From an optimization exercise on the open Yosys and OpenROAD flow, aimed at small area, a short achievable clock period and few clock cycles; shortcuts taken in it are not production practice. The RTL was checked by simulation tests, not by an equivalence proof against the original design. Power is estimated from default activity; no workload was simulated.

==> flow/design.v (excerpt) <==
module onc_pp (
    input  wire        clk,
    input  wire        rst,
    input  wire        bus_en,
    input  wire        bus_we,
    input  wire [11:0] bus_addr,
    input  wire [7:0]  bus_wdata,
    output reg  [7:0]  bus_rdata,
    output wire        irq
);
Size in the first run: roughly 2,100 flip-flops, about 33 I/O pins, about 98,000 µm² of cells after synthesis.
clock: 10.0 ns
lec_check: 0
cap_margin: 20
core_margin: 2
core_utilization: 40
cts_buf_list: sky130_fd_sc_hd__clkbuf_16
cts_cluster_diameter: 150
cts_cluster_size: 24
place_density: 0.6
setup_slack_margin: 5
slew_margin: 20
run.sh (not shown) runs the stock make flow with config.mk's settings and CLKGATE_MAP_FILE= SYNTH_SCRIPT=/design/flow/synth_recipe.tcl, a recipe that flattens the netlist after the stock synthesis.
Testbench counts at the start, summed over its fixed seeds: cycles 44,210.
Change:
--- a/flow/config.mk
+++ b/flow/config.mk
@@ -10,5 +10,5 @@
 export CORE_UTILIZATION = 40
 export CTS_BUF_LIST = sky130_fd_sc_hd__clkbuf_16
-export CTS_CLUSTER_DIAMETER = 150
+export CTS_CLUSTER_DIAMETER = 100
 export CTS_CLUSTER_SIZE = 24
 export PLACE_DENSITY = 0.6
First-iteration DRC count rose by 2.2%.
Design area hardly moves.
Hold slack loses 0.0064 ns.
Change:
--- a/flow/config.mk
+++ b/flow/config.mk
@@ -15,2 +15,3 @@
 export SETUP_SLACK_MARGIN = 5
 export SLEW_MARGIN = 20
+export TNS_END_PERCENT = 10
Total power rose by 1.9%.
Setup slack loses 0.046 ns.
Final cell count fell by 0.31%.
Wire length rose by 2.5%.
Combinational power barely changes.
Clock skew rose by 0.0094 ns.
Synthesized area is unchanged.
Die area stays the same.
Clock power rose by 5.6%.
Non-clock buffer count fell by 44.
Cell area is about the same.

onc_pp, a different RTL version from the one above (not shown whole).
Size in the first run: ~6300 cells after synthesis, about 33 I/O pins, roughly 97000 um2 of cells after synthesis.
export LEC_CHECK = 0
export CAP_MARGIN = 20
export CORE_MARGIN = 2
export CORE_UTILIZATION = 40
export PLACE_DENSITY = 0.6
export SETUP_SLACK_MARGIN = 5
export SLEW_MARGIN = 20
create_clock -name core_clock -period 10.0 [get_ports {clk}]
standard.sh (not shown) runs the stock make flow with config.mk's settings and CLKGATE_MAP_FILE= SYNTH_SCRIPT=/design/flow/synth_recipe.tcl, a recipe that flattens the netlist after the stock synthesis.
==> flow/flow/run.sh <==
#!/bin/bash
set -o pipefail
export BUFFER_PORTS_ARGS="-buffer_cell sky130_fd_sc_hd__buf_4"
bash standard.sh > standard.log 2>&1
Testbench counts at the start, summed over its fixed seeds: cycles 44,124.
Rerun with:
==> flow/run.sh (new file) <==
#!/bin/bash
# synth_recipe.tcl (not shown) runs the flow's synth.tcl, then flattens the netlist and writes it again
# the make line also repeats each setting of config.mk as NAME=value (left out here)
make -C /OpenROAD-flow-scripts/flow DESIGN_CONFIG=/design/flow/config.mk WORK_HOME=/design/flow/orfs CLKGATE_MAP_FILE= SYNTH_SCRIPT=/design/flow/synth_recipe.tcl finish
Settings changed: CTS_BUF_LIST set to sky130_fd_sc_hd__clkbuf_16, CTS_CLUSTER_DIAMETER set to 100, CTS_CLUSTER_SIZE set to 24.
removed: flow/flow/run.sh
removed: flow/standard.sh
The changed run finished with timing, DRC and antenna clean.
Sequential power hardly moves.
Power goes down by 15%.
Final area goes down by 3.5%.
Cell count goes down by about 2.6%.
Wire length goes down by 0.93%.
Clock power goes down by about 40%.
Core utilization goes down by 1.6 points.
Rerun with:
Settings changed: CTS_CLUSTER_DIAMETER 100 to 60, CTS_CLUSTER_SIZE 24 to 28.
- The changed run finished clean
- cell area rises by 2.2%
- combinational power increases by about 2%
- routed wire length increases by 0.42%
- power increases by 10%

Another version of the RTL of onc_pp (not shown whole).
Size in the first run: roughly 7600 cells after synthesis, about 2200 flip-flops, ~33 I/O pins, ~100000 µm² of cells after synthesis.
export LEC_CHECK = 0
export CAP_MARGIN = 20
export CORE_MARGIN = 2
export CORE_UTILIZATION = 40
export PLACE_DENSITY = 0.6
export SETUP_SLACK_MARGIN = 5
export SLEW_MARGIN = 20
create_clock -name core_clock -period 10.0 [get_ports {clk}]
run.sh (not shown) runs the stock make flow with config.mk's settings and CLKGATE_MAP_FILE= SYNTH_SCRIPT=/design/flow/synth_recipe.tcl, a recipe that flattens the netlist after the stock synthesis.
Stock flow here: none of the scripts above is used.
Testbench counts at the start, summed over its fixed seeds: cycles 44,932.
Rerun with:
CORE_UTILIZATION = 55   (was 40)
PLACE_DENSITY = 0.7   (was 0.6)
=> Combinational power fell by 2.8%. Utilization rose by 16 points. Total power fell by 1.7%. Clock skew hardly moves. Maximum frequency fell by 2.2%. Sequential power barely changes. Die area fell by 27%. Wire length fell by 6.9%. Setup slack is worse by 0.12 ns.

afterwards: timing with drivers on the ports:
In the flow no input, the clock included, has a driving cell. The finished layouts below were timed again as built, in two steps.
Step 1, drivers: a clkbuf_16 drives clk and a buf_2 each remaining input, both assumed.
Step 2 moves the port delays by t, midway between the first and last clock arrival at a register: inputs arrive t later, outputs are due t later. That takes back most of the time a late clock gives input paths.
Three values: ideal ports, drivers, drivers and shift; two values: the first two.
run | shift t [ns] | setup WS [ns] | hold slack, ns | worst register clock-pin slew, ns | worst slew at a driven data input, ns
the first run of note 1 | 0.928 | 4.744 / 4.744 / 4.007 | 0.461 / 0.461 / 0.461 | 0.12 / 0.12 | 0.09
the second run of note 1 | 0.911 | 4.739 / 4.739 / 3.977 | 0.455 / 0.455 / 0.455 | 0.12 / 0.12 | 0.09
the third run of note 1 | 0.909 | 4.693 / 4.693 / 3.956 | 0.473 / 0.473 / 0.473 | 0.11 / 0.11 | 0.11
the first run of note 2 | 0.964 | 4.753 / 4.753 / 4.024 | 0.466 / 0.466 / 0.466 | 0.08 / 0.08 | 0.08
the second run of note 2 | 0.899 | 4.672 / 4.672 / 3.928 | 0.460 / 0.460 / 0.460 | 0.12 / 0.12 | 0.16
the third run of note 2 | 0.939 | 4.797 / 4.745 / 3.806 | 0.455 / 0.455 / 0.455 | 0.10 / 0.10 | 0.15
the first run of note 3 | 0.960 | 4.810 / 4.864 / 3.904 | 0.420 / 0.420 / 0.420 | 0.07 / 0.07 | 0.18
the second run of note 3 | 0.967 | 4.693 / 4.738 / 3.771 | 0.418 / 0.418 / 0.418 | 0.07 / 0.07 | 0.11
After both steps every run listed still meets setup and hold. The setup slack of the third run of note 2, which loses most, moves by -0.052 ns with the drivers and by -0.991 ns with both steps.
